What follows belongs to an exercise in optimizing a design on an open flow for small area; a production flow would make more cautious choices. At most, simulation tests tie the RTL to the original design; equivalence was not proved. Power and IR drop assume default switching activity.

==> flow/design.v <==
module dsv_frontend (
    input  wire       clk_i,
    input  wire       rst_i,
    input  wire       take_i,      
    input  wire [2:0] lv_i,        
    input  wire       track_i,     
    output wire       start0_o,    
    output wire       start1_o,    
    output wire       clk_o        
);
    reg [2:0] prev;
    assign start0_o = ~prev[0] &  lv_i[0] &  prev[1] & ~lv_i[1];
    assign start1_o =  prev[0] & ~lv_i[0] & ~prev[1] &  lv_i[1];
    assign clk_o    = ~prev[2] &  lv_i[2] & ~(track_i ? lv_i[1] : lv_i[0]);
    always @(posedge clk_i) begin
        if (rst_i)
            prev <= 3'b100;
        else if (take_i)
            prev <= lv_i;
    end
endmodule
module dsv_classifier #(
    parameter IDX_W = 20
) (
    input  wire [IDX_W-1:0] n_inv_i,
    input  wire [IDX_W-1:0] start_lim_i,
    input  wire [IDX_W-1:0] clk_min_i,
    input  wire [IDX_W-1:0] clk_max_i,
    output wire             start_ok_o,
    output wire             clk_ok_o
);
    wire [IDX_W:0] c_lim, c_min, c_max;
    assign c_lim[0] = 1'b0;
    assign c_min[0] = 1'b0;
    assign c_max[0] = 1'b1;
    genvar i;
    generate
        for (i = 0; i < IDX_W; i = i + 1) begin : g_chain
            assign c_lim[i+1] = (n_inv_i[i] & start_lim_i[i]) | ((n_inv_i[i] | start_lim_i[i]) & c_lim[i]);
            assign c_min[i+1] = (n_inv_i[i] & clk_min_i[i])   | ((n_inv_i[i] | clk_min_i[i])   & c_min[i]);
            assign c_max[i+1] = (n_inv_i[i] & clk_max_i[i])   | ((n_inv_i[i] | clk_max_i[i])   & c_max[i]);
        end
    endgenerate
    assign start_ok_o = c_lim[IDX_W];
    assign clk_ok_o   = ~c_min[IDX_W] & c_max[IDX_W];
endmodule
module dsv_core (
    input  wire          clk_i,
    input  wire          rst_i,
    input  wire [12:0]   cfg_ch_mask,
    input  wire [19:0]   cfg_start_lim,
    input  wire [19:0]   cfg_clk_min,
    input  wire [19:0]   cfg_clk_max,
    input  wire          smp_valid,
    output wire          smp_ready,
    input  wire [12:0]   smp_lv,
    input  wire          smp_eos,
    output wire [1:0]    req_sel,
    output wire          ev_valid,
    output wire [17:0]   ev,
    output wire [1055:0] rec_bytes,
    output wire [2:0]    status,
    output wire [2:0]    state_o
);
    localparam IDX_W = 20;
    localparam [2:0] S_FIND_START  = 3'd0;
    localparam [2:0] S_VERIFY      = 3'd1;
    localparam [2:0] S_NEXT_CLK    = 3'd2;
    localparam [2:0] S_READ_DATA   = 3'd3;
    localparam [2:0] S_HALTED      = 3'd4;
    localparam [1:0] R_PIXELS  = 2'd0;
    localparam [1:0] R_PRESENT = 2'd1;
    localparam [1:0] R_RECORD  = 2'd2;
    localparam [1:0] R_ERROR   = 2'd3;
    reg  [2:0]       state;
    reg              busy;          
    reg  [1:0]       rphase;
    reg              track;         
    reg              second;        
    reg  [7:0]       cmd0;
    reg  [IDX_W-1:0] cnt;           
    reg  [1055:0]    pay;           
    reg              sel;           
    reg              st_cfg_err, st_stream_ended, st_bad_page;
    assign smp_ready = ~rst_i & ~busy;
    wire accept    = smp_valid & smp_ready;
    wire live      = (state != S_HALTED);
    wire take_smp  = accept & ~smp_eos & live;
    wire take_end  = accept &  smp_eos & live;
    wire m_start0, m_start1, m_clk;
    wire start_ok, clk_ok;
    dsv_frontend u_fe (
        .clk_i    (clk_i),
        .rst_i    (rst_i),
        .take_i   (accept),
        .lv_i     (smp_lv[2:0]),
        .track_i  (track),
        .start0_o (m_start0),
        .start1_o (m_start1),
        .clk_o    (m_clk)
    );
    dsv_classifier #(.IDX_W(IDX_W)) u_cls (
        .n_inv_i     (cnt),
        .start_lim_i (cfg_start_lim),
        .clk_min_i   (cfg_clk_min),
        .clk_max_i   (cfg_clk_max),
        .start_ok_o  (start_ok),
        .clk_ok_o    (clk_ok)
    );
    wire [7:0] byte_in  = smp_lv[12:5];              
    wire       sel_in   = smp_lv[0] & ~smp_lv[1];
    wire       page_ok  = (cmd0[7:3] == 5'b10110);   
    wire [2:0] page     = cmd0[2:0];
    wire [2:0] r_row    = ~cnt[2:0];
    wire [8:0] pix_x    = ~cnt[11:3];
    wire       row_last = ~|cnt[2:0];                    
    wire       cap_last = ~(cnt[7] | cnt[1] | cnt[0]);   
    wire       pix_last = sel ? ~(cnt[11] | (|cnt[5:0])) : ~(cnt[10] | (|cnt[4:0]));
    wire       pixels   = busy & (rphase == R_PIXELS);
    wire mark = (state == S_FIND_START) ? (m_start0 | m_start1) :
                (state == S_VERIFY)     ? (m_clk & start_ok) :
                                          (m_clk & clk_ok);
    wire       shift_en = (accept & m_clk) | (pixels & row_last);
    wire [7:0] shift_in = busy ? pay[7:0] : byte_in;
    always @(posedge clk_i) begin
        if (shift_en)
            pay <= {shift_in, pay[1055:8]};
    end
    wire [IDX_W-1:0] cnt_dec = cnt - 1'b1;    
    always @(posedge clk_i) begin
        if (busy) begin
            if (pixels)
                cnt <= cnt_dec;
        end else if (accept) begin
            if (state == S_READ_DATA) begin
                if (m_clk)
                    cnt <= cap_last ? {8'hff, ~sel_in, 4'hf, ~sel_in, 5'h1f} : cnt_dec;
            end else if (state == S_NEXT_CLK && m_clk && clk_ok && second) begin
                cnt <= {IDX_W{1'b1}};
            end else begin
                cnt <= mark ? {{(IDX_W-1){1'b1}}, 1'b0} : cnt_dec;
            end
        end
    end
    always @(posedge clk_i) begin
        if (rst_i) begin
            state           <= (cfg_ch_mask != 13'd0) ? S_FIND_START : S_HALTED;
            st_cfg_err      <= (cfg_ch_mask == 13'd0);
            st_stream_ended <= 1'b0;
            st_bad_page     <= 1'b0;
            busy            <= 1'b0;
        end else if (!busy) begin
            if (take_end) begin
                st_stream_ended <= 1'b1;
                state           <= S_HALTED;
            end else if (take_smp) begin
                case (state)
                S_FIND_START: begin
                    if (m_start0 | m_start1) begin
                        track <= m_start0;
                        state <= S_VERIFY;
                    end
                end
                S_VERIFY: begin
                    if (m_clk) begin
                        if (start_ok) begin
                            cmd0   <= byte_in;
                            second <= 1'b0;
                            state  <= S_NEXT_CLK;
                        end else begin
                            state  <= S_FIND_START;
                        end
                    end
                end
                S_NEXT_CLK: begin
                    if (m_clk) begin
                        if (clk_ok) begin
                            second <= 1'b1;
                            if (second)
                                state <= S_READ_DATA;
                        end else begin
                            state  <= S_FIND_START;
                        end
                    end
                end
                S_READ_DATA: begin
                    if (m_clk && cap_last) begin
                        sel  <= sel_in;
                        busy <= 1'b1;
                        if (page_ok) begin
                            rphase <= R_PIXELS;
                        end else begin
                            st_bad_page <= 1'b1;
                            rphase      <= R_ERROR;
                        end
                    end
                end
                default: ;
                endcase
            end
        end else begin
            case (rphase)
            R_PIXELS: begin
                if (pix_last)
                    rphase <= R_PRESENT;
            end
            R_PRESENT: begin
                rphase <= R_RECORD;
            end
            default: begin   
                busy  <= 1'b0;
                state <= S_FIND_START;
            end
            endcase
        end
    end
    wire pix_on = pay[cnt[2:0]];           
    reg [15:0] ev_body;
    always @(*) begin
        case (rphase)
        R_PIXELS:  ev_body = {pix_x, page, r_row, pix_on};
        R_PRESENT: ev_body = 16'd0;
        R_RECORD:  ev_body = {page, sel, 12'd0};
        default:   ev_body = {3'd3, 5'd0, cmd0};
        endcase
    end
    assign ev_valid  = ~rst_i & busy;
    assign ev        = {rphase, ev_body};
    assign rec_bytes = pay;
    assign req_sel = (rst_i | busy)          ? 2'd0 :
                     (state == S_FIND_START) ? 2'd1 :
                     (state == S_HALTED)     ? 2'd0 :
                     track                   ? 2'd3 : 2'd2;
    assign status  = {st_bad_page, st_stream_ended, st_cfg_err};
    assign state_o = state;
endmodule
==> flow/config.mk <==
export PLATFORM = sky130hd
export DESIGN_NAME = dsv_core
export DESIGN_NICKNAME = dsv_core
export VERILOG_FILES = /design/flow/design.v
export SDC_FILE = /design/flow/constraint.sdc
export NUM_CORES = 4
export LEC_CHECK = 0
export CAP_MARGIN = 20
export CORE_AREA = 5 5 435 435
export DIE_AREA = 0 0 440 440
export SLEW_MARGIN = 20
==> flow/constraint.sdc <==
create_clock -name core_clock -period 7.0 [get_ports {clk_i}]
set_input_delay 1.4000 -clock core_clock [delete_from_list [all_inputs] [get_ports {clk_i}]]
set_output_delay 1.4000 -clock core_clock [all_outputs]
set_load 0.01 [all_outputs]
standard.sh (not shown) runs the stock make flow with config.mk's settings and CLKGATE_MAP_FILE= SYNTH_SCRIPT=/design/flow/synth_recipe.tcl, a recipe that flattens the netlist after the stock synthesis.
==> flow/flow/run.sh <==
#!/bin/bash
set -euo pipefail
cd "$(dirname "$0")/.."
export BUFFER_PORTS_ARGS="-buffer_cell sky130_fd_sc_hd__buf_1"
export CTS_ARGS="-sink_clustering_enable -repair_clock_nets -dont_use_dummy_load -buf_list {sky130_fd_sc_hd__clkbuf_8} -sink_clustering_size 18 -sink_clustering_max_diameter 70"
bash standard.sh > standard_flow.log 2>&1
The starting point finished with timing, DRC and antenna clean.
Rerun with:
--- a/flow/design.v
+++ b/flow/design.v
@@ -113,9 +113,9 @@
     wire [2:0] page     = cmd0[2:0];
     wire [2:0] r_row    = ~cnt[2:0];
     wire [8:0] pix_x    = ~cnt[11:3];
     wire       row_last = ~|cnt[2:0];                    
-    wire       cap_last = ~(cnt[7] | cnt[1] | cnt[0]);   
+    wire       cap_last = ~(cnt[7] | cnt[2]);            
     wire       pix_last = sel ? ~(cnt[11] | (|cnt[5:0])) : ~(cnt[10] | (|cnt[4:0]));
     wire       pixels   = busy & (rphase == R_PIXELS);
     wire mark = (state == S_FIND_START) ? (m_start0 | m_start1) :
                 (state == S_VERIFY)     ? (m_clk & start_ok) :
@@ -134,10 +134,8 @@
         end else if (accept) begin
             if (state == S_READ_DATA) begin
                 if (m_clk)
                     cnt <= cap_last ? {8'hff, ~sel_in, 4'hf, ~sel_in, 5'h1f} : cnt_dec;
-            end else if (state == S_NEXT_CLK && m_clk && clk_ok && second) begin
-                cnt <= {IDX_W{1'b1}};
             end else begin
                 cnt <= mark ? {{(IDX_W-1){1'b1}}, 1'b0} : cnt_dec;
             end
         end
Total power barely changes.
Cell count stays flat.
Routed wire length came out lower slightly.
Cell area is about the same.
First-iteration DRC count rises by a few percent.
Synthesized area hardly moves.
Setup slack degrades by 0.079 ns.
Sequential cell count does not change.
Global-route usage falls by 0.16 points.
Non-clock buffer count fell by 5.
Register-to-register slack got worse by 0.13 ns.
Die area stays the same.
No functional check of the RTL was part of the second run of this note.

## afterwards: timing with drivers on the ports
The flow's constraints put no driver on any port. The routed layouts listed below were extracted and timed again, unchanged, in two steps. Step 1 (the two cells are an assumption about what drives the block):
set clk [get_ports {clk_i}]
set_driving_cell -lib_cell sky130_fd_sc_hd__clkbuf_16 $clk
set_driving_cell -lib_cell sky130_fd_sc_hd__buf_2 [delete_from_list [all_inputs] $clk]
Step 2 moves the port delays by t, midway between the first and last clock arrival at a register: inputs arrive t later, outputs are due t later. That takes back most of the time a late clock gives input paths. Three values: ideal ports, drivers, drivers and shift; two values: the first two.
run	t, ns	setup WS [ns]	worst setup path at the end	worst register clock-pin slew, ns	worst data-port slew with drivers (ns)
the first run	0.831	2.989 / 2.902 / 2.676	input to register	0.11 / 0.11	0.14
the second run	0.844	2.910 / 2.826 / 2.827	input to register	0.11 / 0.11	0.09
After both steps setup and hold are still met in every run listed. The setup slack of the first run, which loses most, moves by -0.087 ns with the drivers and by -0.313 ns with both steps.
